From an optimization exercise on the open Yosys and OpenROAD flow, aimed at small area, a short achievable clock period and few clock cycles; shortcuts taken in it are not production practice. The RTL was checked by simulation tests, not by an equivalence proof against the original design. Power and IR drop assume default switching activity.

==> flow/design.v <==
module trpx_prolix_dec (
    input  wire        clk,
    input  wire        rst,
    input  wire        start,
    output wire        start_ready,
    input  wire [6:0]  cfg_block,      
    input  wire        cfg_signed,     
    input  wire [6:0]  cfg_pb,         
    input  wire [15:0] cfg_n,          
    input  wire [1:0]  cfg_dwc,        
    input  wire        cfg_dsigned,    
    input  wire        cfg_clamp_en,   
    input  wire [21:0] cfg_limit,      
    input  wire        in_valid,
    output wire        in_ready,
    input  wire [31:0] in_data,
    output wire        out_valid,
    input  wire        out_ready,
    output wire [63:0] out_data,
    output reg         done,
    output reg  [2:0]  done_err,       
    output reg  [21:0] done_bits       
);
    localparam S_IDLE  = 3'd0;
    localparam S_HT    = 3'd1;    
    localparam S_HB3   = 3'd2;    
    localparam S_HB2   = 3'd3;    
    localparam S_HB6   = 3'd4;    
    localparam S_BODY  = 3'd5;
    localparam S_DRAIN = 3'd6;
    localparam S_DONE  = 3'd7;
    reg [2:0]   state;
    reg [5:0]   blk;
    reg         sgn;
    reg [1:0]   dwc;
    reg         dsgn;
    reg [21:0]  limit;
    reg [16:0]  rem;           
    reg [17:0]  words_left;    
    reg [5:0]   nblk;          
    reg [5:0]   idx;
    reg [6:0]   s;
    reg [6:0]   prev_s;
    reg [21:0]  pos;           
    reg [21:0]  blk_start;     
    reg [2:0]   err;
    reg [127:0] bb;
    reg [7:0]   bb_cnt;
    reg [6:0] need;
    always @(*) begin
        case (state)
            S_HT:    need = 7'd1;
            S_HB3:   need = 7'd3;
            S_HB2:   need = 7'd2;
            S_HB6:   need = 7'd6;
            S_BODY:  need = s;
            default: need = 7'd0;
        endcase
    end
    wire        reading  = (state == S_HT) || (state == S_HB3) || (state == S_HB2) ||
                           (state == S_HB6) || (state == S_BODY);
    wire        trunc    = ({1'b0, pos} + {16'd0, need}) > {1'b0, limit};
    wire        have     = bb_cnt >= {1'b0, need};
    wire [63:0] need_mask = (need == 7'd64) ? {64{1'b1}} : ((64'd1 << need) - 64'd1);
    wire [63:0] field    = bb[63:0] & need_mask;
    wire [5:0]  s_m1     = s[5:0] - 6'd1;    
    wire        f_neg    = sgn && field[s_m1];
    wire [64:0] v        = f_neg ? ({1'b1, field} | ~{1'b0, need_mask}) : {1'b0, field};
    reg  [64:0] dmin, dmax;
    always @(*) begin
        case (dwc)
            2'd0: begin dmax = dsgn ? 65'h7F               : 65'hFF;               end
            2'd1: begin dmax = dsgn ? 65'h7FFF             : 65'hFFFF;             end
            2'd2: begin dmax = dsgn ? 65'h7FFF_FFFF        : 65'hFFFF_FFFF;        end
            default: begin dmax = dsgn ? 65'h7FFF_FFFF_FFFF_FFFF : 65'hFFFF_FFFF_FFFF_FFFF; end
        endcase
        if (!dsgn) dmin = 65'd0;
        else dmin = ~dmax;    
    end
    wire        lt_min  = $signed(v) < $signed(dmin);
    wire        gt_max  = $signed(v) > $signed(dmax);
    wire [64:0] y       = lt_min ? dmin : gt_max ? dmax : v;
    reg  [63:0] y_out;
    always @(*) begin
        case (dwc)
            2'd0:    y_out = dsgn ? {{56{y[7]}},  y[7:0]}  : {56'd0, y[7:0]};
            2'd1:    y_out = dsgn ? {{48{y[15]}}, y[15:0]} : {48'd0, y[15:0]};
            2'd2:    y_out = dsgn ? {{32{y[31]}}, y[31:0]} : {32'd0, y[31:0]};
            default: y_out = y[63:0];
        endcase
    end
    wire        body_zero = (s == 7'd0);
    wire [12:0] body_bits = nblk * s;
    wire        body_err  = (state == S_BODY) && (idx == 6'd0) && !body_zero &&
                            ({10'd0, body_bits} + {1'b0, pos}) > {1'b0, limit};
    assign out_valid = (state == S_BODY) && !body_err && (body_zero || have);
    assign out_data  = body_zero ? 64'd0 : y_out;
    wire   out_fire  = out_valid && out_ready;
    wire        hdr_take = reading && (state != S_BODY) && !trunc && have;
    wire        body_take = (state == S_BODY) && !body_zero && out_fire;
    wire        take     = hdr_take || body_take;
    assign start_ready = (state == S_IDLE);
    wire [7:0] cnt_after = take ? (bb_cnt - {1'b0, need}) : bb_cnt;
    assign in_ready = (state != S_IDLE) && (state != S_DONE) && (words_left != 18'd0) &&
                      (state == S_DRAIN || bb_cnt <= 8'd96);
    wire   in_fire  = in_valid && in_ready;
    wire [127:0] bb_shift = take ? (bb >> need) : bb;
    wire [127:0] bb_next  = in_fire ? (bb_shift | ({96'd0, in_data} << cnt_after)) : bb_shift;
    wire [7:0]   cnt_next = in_fire ? (cnt_after + 8'd32) : cnt_after;
    wire [16:0] blk17 = {11'd0, blk};
    always @(posedge clk) begin
        if (rst) begin
            state      <= S_IDLE;
            blk        <= 6'd12;
            sgn        <= 1'b0;
            dwc        <= 2'd3;
            dsgn       <= 1'b0;
            limit      <= 22'd0;
            rem        <= 17'd0;
            words_left <= 18'd0;
            nblk       <= 6'd0;
            idx        <= 6'd0;
            s          <= 7'd0;
            prev_s     <= 7'd0;
            pos        <= 22'd0;
            blk_start  <= 22'd0;
            err        <= 3'd0;
            bb         <= 128'd0;
            bb_cnt     <= 8'd0;
            done       <= 1'b0;
            done_err   <= 3'd0;
            done_bits  <= 22'd0;
        end else begin
            done <= 1'b0;
            if (state == S_DRAIN) begin
                bb     <= 128'd0;
                bb_cnt <= 8'd0;
            end else begin
                bb     <= bb_next;
                bb_cnt <= cnt_next;
            end
            if (in_fire)
                words_left <= words_left - 18'd1;
            if (take)
                pos <= pos + {15'd0, need};
            case (state)
                S_IDLE: begin
                    if (start) begin
                        blk       <= cfg_block[5:0];
                        sgn       <= cfg_signed;
                        dwc       <= cfg_dwc;
                        dsgn      <= cfg_dsigned;
                        limit     <= cfg_limit;
                        rem       <= {1'b0, cfg_n};
                        pos       <= 22'd0;
                        blk_start <= 22'd0;
                        prev_s    <= 7'd0;
                        bb        <= 128'd0;
                        bb_cnt    <= 8'd0;
                        if (cfg_block == 7'd0 || cfg_block > 7'd32) begin
                            err <= 3'd1; state <= S_DONE;
                        end else if (cfg_pb == 7'd0 || cfg_pb > 7'd32) begin
                            err <= 3'd2; state <= S_DONE;
                        end else if (cfg_signed && !cfg_dsigned) begin
                            err <= 3'd3; state <= S_DONE;
                        end else if (({3'd0, cfg_dwc} == 5'd0 && cfg_pb > 7'd8  && !cfg_clamp_en) ||
                                     ({3'd0, cfg_dwc} == 5'd1 && cfg_pb > 7'd16 && !cfg_clamp_en)) begin
                            err <= 3'd4; state <= S_DONE;
                        end else begin
                            err        <= 3'd0;
                            words_left <= {1'b0, cfg_limit[21:5]} + {17'd0, (cfg_limit[4:0] != 5'd0)};
                            nblk       <= (cfg_n < {10'd0, cfg_block[5:0]}) ? cfg_n[5:0] : cfg_block[5:0];
                            idx        <= 6'd0;
                            state      <= (cfg_n == 16'd0) ? S_DRAIN : S_HT;
                        end
                    end
                end
                S_HT: begin
                    if (trunc) begin
                        err <= 3'd5; state <= S_DRAIN;
                    end else if (have) begin
                        if (field[0]) begin
                            s     <= prev_s;
                            state <= S_BODY;
                        end else begin
                            state <= S_HB3;
                        end
                    end
                end
                S_HB3: begin
                    if (trunc) begin
                        err <= 3'd5; state <= S_DRAIN;
                    end else if (have) begin
                        s     <= {4'd0, field[2:0]};
                        state <= (field[2:0] == 3'd7) ? S_HB2 : S_BODY;
                    end
                end
                S_HB2: begin
                    if (trunc) begin
                        err <= 3'd5; state <= S_DRAIN;
                    end else if (have) begin
                        s     <= 7'd7 + {5'd0, field[1:0]};
                        state <= (field[1:0] == 2'd3) ? S_HB6 : S_BODY;
                    end
                end
                S_HB6: begin
                    if (trunc) begin
                        err <= 3'd5; state <= S_DRAIN;
                    end else if (have) begin
                        if (field[5:0] >= 6'd55) begin
                            err <= 3'd6; state <= S_DRAIN;
                        end else begin
                            s     <= 7'd10 + {1'b0, field[5:0]};
                            state <= S_BODY;
                        end
                    end
                end
                S_BODY: begin
                    if (body_err) begin
                        err   <= 3'd5;
                        state <= S_DRAIN;
                    end else if (out_fire) begin
                        if (idx + 6'd1 == nblk) begin
                            idx       <= 6'd0;
                            prev_s    <= s;
                            rem       <= rem - {11'd0, nblk};
                            nblk      <= ((rem - {11'd0, nblk}) < blk17) ? rem[5:0] - nblk : blk;
                            blk_start <= pos + (body_zero ? 22'd0 : {15'd0, s});
                            state     <= (rem == {11'd0, nblk}) ? S_DRAIN : S_HT;
                        end else begin
                            idx <= idx + 6'd1;
                        end
                    end
                end
                S_DRAIN: begin
                    if (words_left == 18'd0 || (words_left == 18'd1 && in_fire))
                        state <= S_DONE;
                end
                S_DONE: begin
                    done      <= 1'b1;
                    done_err  <= err;
                    done_bits <= (err == 3'd0) ? pos : blk_start;
                    state     <= S_IDLE;
                end
                default: state <= S_IDLE;
            endcase
        end
    end
endmodule
==> flow/run.sh <==
#!/bin/bash
# synth_recipe.tcl (not shown) runs the flow's synth.tcl, then flattens the netlist and writes it again
# the make line also repeats each setting of config.mk as NAME=value (left out here)
make -C /OpenROAD-flow-scripts/flow DESIGN_CONFIG=/design/flow/config.mk WORK_HOME=/design/flow/orfs CLKGATE_MAP_FILE= SYNTH_SCRIPT=/design/flow/synth_recipe.tcl finish
==> flow/config.mk <==
export PLATFORM = sky130hd
export DESIGN_NAME = trpx_prolix_dec
export DESIGN_NICKNAME = trpx_prolix_dec
export VERILOG_FILES = /design/flow/design.v
export SDC_FILE = /design/flow/constraint.sdc
export NUM_CORES = 4
export LEC_CHECK = 0
export CAP_MARGIN = 20
export CORE_MARGIN = 5
export CORE_UTILIZATION = 25
export PLACE_DENSITY = 0.45
export SLEW_MARGIN = 20
==> flow/constraint.sdc <==
create_clock -name core_clock -period 13.0 [get_ports {clk}]
set_input_delay 2.6000 -clock core_clock [delete_from_list [all_inputs] [get_ports {clk}]]
set_output_delay 2.6000 -clock core_clock [all_outputs]
set_load 0.01 [all_outputs]
==> summary.txt <==
## what timing repair did
item / CTS / global route
pin swaps: 2 / 5
buffers inserted: 4 / 8
gates resized for setup: 5 / 29
setup endpoints to repair: 47 / 65
## worst max path at each step
stage,start,to,slack [ns],cells past startpoint
2_1_floorplan,state[2]$_SDFFE_PP0P_,out_data[20],0.50,46
3_3_place_gp,s[4]$_SDFFE_PP0P_,out_data[18],0.54,32
3_5_place_dp,state[1]$_SDFFE_PP0P_,out_data[22],0.39,36
4_1_cts,state[1]$_SDFFE_PP0P_,out_data[32],0.01,37
5_1_grt,state[1]$_SDFFE_PP0P_,out_data[53],-0.001,40
6_report,state[1]$_SDFFE_PP0P_,out_data[32],0.48,40
## state kept, by name (all words and copies together) (netlist names), 6 cells and up
signal	count
pos	22
prev_s	7
blk_start	22
idx	6
blk	6
s	7
done_bits	22
bb_cnt	8
nblk	6
words_left	18
limit	22
rem	17
bb	128
## metal layers
layer | wire, µm | track usage | share of wire | vias up
met5 | 0 | 0 | 0 | -
met4 | 9420 | 0.0979 | 0.048 | 0
met3 | 16500 | 0.0475 | 0.084 | 410
met2 | 81400 | 0.352 | 0.42 | 1959
met1 | 88300 | 0.330 | 0.45 | 20000
li1 | - | - | - | 18800
## power groups by stage
stage | sequential (mW) | combinational [mW] | clock, mW
4_1_cts | 1.44 | 11.3 | 1.27
2_1_floorplan | 1.27 | 6.92 | 0
3_3_place_gp | 1.46 | 11.2 | 0
3_5_place_dp | 1.46 | 11.2 | 0
5_1_grt | 1.47 | 12.3 | 1.31
6_report | 1.47 | 11.8 | 1.25
## final cells by class
cell class,count,share of cell area
flip-flops and latches,305,0.139
inverters,164,0.0141
repair buffers,391,0.0780
diodes,3,0.000171
clock buffers,58,0.0270
clock inverters,17,0.00574
multi-input cells,4189,0.678
well taps,2016,0.0576
## cells in the mapped netlist, drive strengths merged (52+ instances only)
cell type and count:
a211oi 92, a21oi 399, dfxtp 305, buf 96
o22ai 69, and3 62, xor2 58, clkbuf 294
ha 246, nand2 562, nand4 83, a221oi 52
mux2 57, nand3 155, o21ai 218, a21o 110
nand2b 55, inv 158, xnor2 79, nor3 144
mux2i 704, nor2 403
## logic make-up (layout without fill, tap and decap cells)
logic type / count (synthesis) / in the layout / share of synthesized area
and+or+nand+nor: 1651 / 1651 / 0.203
other: 0 / 3 / 0
xor gates and xnor gates: 137 / 137 / 0.0324
DFF: 305 / 305 / 0.162
buffers and inverters: 554 / 630 / 0.0564
AOI/OAI and AO/OA: 1359 / 1359 / 0.240
adders and majority gates: 281 / 281 / 0.101
muxes: 761 / 761 / 0.205
## stage by stage
step           std cells  hold WS, ns  setup TNS (ns)
6_report            7143        0.449               0
5_1_grt             7140        0.464        -0.00110
4_1_cts             7132        0.450               0
3_5_place_dp        7053        0.442               0
3_3_place_gp        7053        0.437               0
2_1_floorplan       5048        0.431               0
## worst max-delay path, delay by kind of cell, from the launching register on
kind                     cells  cell delay (ns)
AO/OA/AOI/OAI               17             3.01
XOR/XNOR                     1             0.28
adder cells (fa/ha/maj)      2             0.63
buffers and inverters       10             2.33
flip-flops                   1             0.43
multiplexers                 2             0.71
AND/OR/NAND/NOR              8             1.88
==> impl_summary.txt <==
----------------------------------------------------
[Outcome]
  Status ... complete, no violations

[Pwr]
  Switching power ... around 9 mW
  Total leakage power ... 19.4 nW
  Pwr/cell area ... 331 nW/µm²
  Sequential share of power ... 0.101
  Logic gate share of total power ... 0.812
  Switching share of power ... 0.605
  Total power after layout ... 14.5 mW
  Worst VDD drop ... 0.000242 V
  Int Pwr ... approximately 5.7 mW
  Share of power burned in the clock network ... 0.086

[Final layout]
  Layout cells sized above 1 ... 0.0835
  Sequential cell area ... ~6000 µm²
  Utilization after layout ... 0.293
  Combined area of the multi-input logic cells ... 29700 µm²
  Most common library cell in the layout ignoring fill and taps ... mux2i_1
  Layout Cell Area excl Fill ... 43800 µm²
  Final Net Count ... about 5500
  Most frequent cells in the layout ... mux2i_1, nand2_1, a21oi_1, nor2_1, dfxtp_1
  Total of fill cells in the finished design ... 16300
  Synth-to-Final Area Change ... 16.5%

[Floorplan]
  Height of the die ... 398 µm
  Die width ... 398 µm
  Die area ... 158000 µm²
  Top-level port count ... 187
  Total core area ... around 150000 µm²
  Std cell rows ... 142
  Starting Density ... 0.251

[GRT]
  Via count of the first global-routing pass ... 39000
  Final global-route overflow total ... 0
  Pin count of the biggest net entering global routing ... roughly 110
  Antenna violations before repair ... 8
  Total Routing Usage GR ... 0.236
  Global-route wire length before repair ... 281000 µm

[Synth]
  Share of synthesized area occupied by flip-flops and latches ... 0.162
  Number of warning messages in the yosys log ... 1
  Synth area leaders ... mux2i_1, dfxtp_1, ha_1, nand2_1, a21oi_1
  Area share of the largest cell type after synthesis ... 0.187
  Number of distinct library cells after synthesis ... 96
  Most area-hungry cell type in the Yosys netlist ... mux2i_1
  Number of instances in the synthesized netlist ... 5048
  Share of synthesized registers carrying an async set or reset ... 0
  Number of synthesized register bits ... around 300
  Synthesized netlist net count ... approximately 5400
  Number of enable-type register cells in the synthesized netlist ... 0
  Commonest register cell after synthesis ... dfxtp_1
  Average size of a mapped cell ... 7.44 µm²
  Post-synthesis cell area ... approximately 38000 µm²

[Detailed routing]
  Count of unresolved DRC violations after routing ... 0
  Via density per instance ... 5.77
  Routed Wire Length ... 196000 µm
  Remaining antenna violation count ... 0
  Violation count after the first detailed-routing iteration ... approximately 4600
  Routed length per placed instance ... between 20 and 30 µm
  Via count ... about 41000
  Detailed Routing Iterations Pass 1 ... 8

[STA]
  Endpoints failing hold ... 0
  Max-slew headroom ... 0.132
  Final critical delay including setup and external delays ... 12.52 ns
  Worst path setup slack after routing ... 0.484 ns
  Maximum operating frequency ... 79.9 MHz
  Number of slew-limit violations in the final report ... 0
  Setup Viol. Count Final ... 0
  Setup Skew ... 0.0195 ns
  Tcrit/Tclk final ... 0.963
  Pin slew with the least headroom to its limit ... 1.30 ns

[Setup path]
  Crit path kind ... reg -> out
  Cell with the largest stage delay on the worst path ... clkdlybuf4s50_1
  Most used cell along the critical path ... buf_4
  CP endpoint kind ... output pin
  Reg2reg start ... s[3]$_SDFFE_PP0P_
  Worst Reg-to-Reg Cells ... 39
  Worst r2r dst ... bb[126]$_SDFF_PP0_
  Highest net fanout along the worst path ... 32
  Worst path max stage delay ... 0.58 ns
  Worst R2R Setup Slack ... 1.71 ns
  Worst endpoint required time ... 10.40 ns
  Worst path arrival time ... 9.92 ns
  Type of origin of the critical path ... flop

[Placement]
  Final GP Congestion ... 1.01
  IO Port Bufs ... 186
  Cell area after placement ... 42100 µm²
  Post-place setup slack ... between 0.3 and 0.4 ns
  Post-detail-place hpwl ... 152000 µm

[Clock network]
  Clock Path Buffers ... 3
  Count of clock tree sinks ... between 300 and 400
  TritonCTS clock tree ... built
  Total number of H-tree levels ... 2
  Register clock-pin slew on the reported worst setup and hold paths ... 0.06 ns
  Clock latency at the later pin of the worst-skew pair ... 0.61 ns
  Hold buffer count at cts ... 0
  Number of buffers created by CTS ... 43
  Clk Tree Root Cell ... clkbuf_16

[Job]
  # Max-Cap Violations ... 0

[Worst hold path]
  Hold Crit Depth ... 2
  End point of the worst hold path ... blk_start[15]$_SDFFE_PP0P_
  Path type of the worst min-delay path ... reg -> reg
  Worst min-delay path startpoint ... blk_start[15]$_SDFFE_PP0P_

----------------------------------------------------
Testbench counts, summed over its fixed seeds: cycles 11,393.

afterwards: timing with drivers on the ports:
Ports are ideal in the flow. The routed layout listed here was re-timed in OpenROAD.
Step 1 (the two cells are an assumption about what drives the block):
set clk [get_ports {clk}]
set_driving_cell -lib_cell sky130_fd_sc_hd__clkbuf_16 $clk
set_driving_cell -lib_cell sky130_fd_sc_hd__buf_2 [delete_from_list [all_inputs] $clk]
Step 2, shift: input delay + t, output delay - t, t = (earliest + latest rising clock arrival at the registers) / 2. This alone moves slack from input paths to output paths.
Slacks: no drivers / after step 1 / after step 2; pairs: no drivers / after step 1.
t (ns): 0.668
setup slack, ns: 0.484 / 0.421 / 1.089
worst setup path after step 2: register to output
clock arrival spread, ns: 0.019 / 0.020
After both steps setup and hold are still met in this run. The setup slack of this run moves by -0.063 ns with the drivers and by +0.605 ns with both steps.
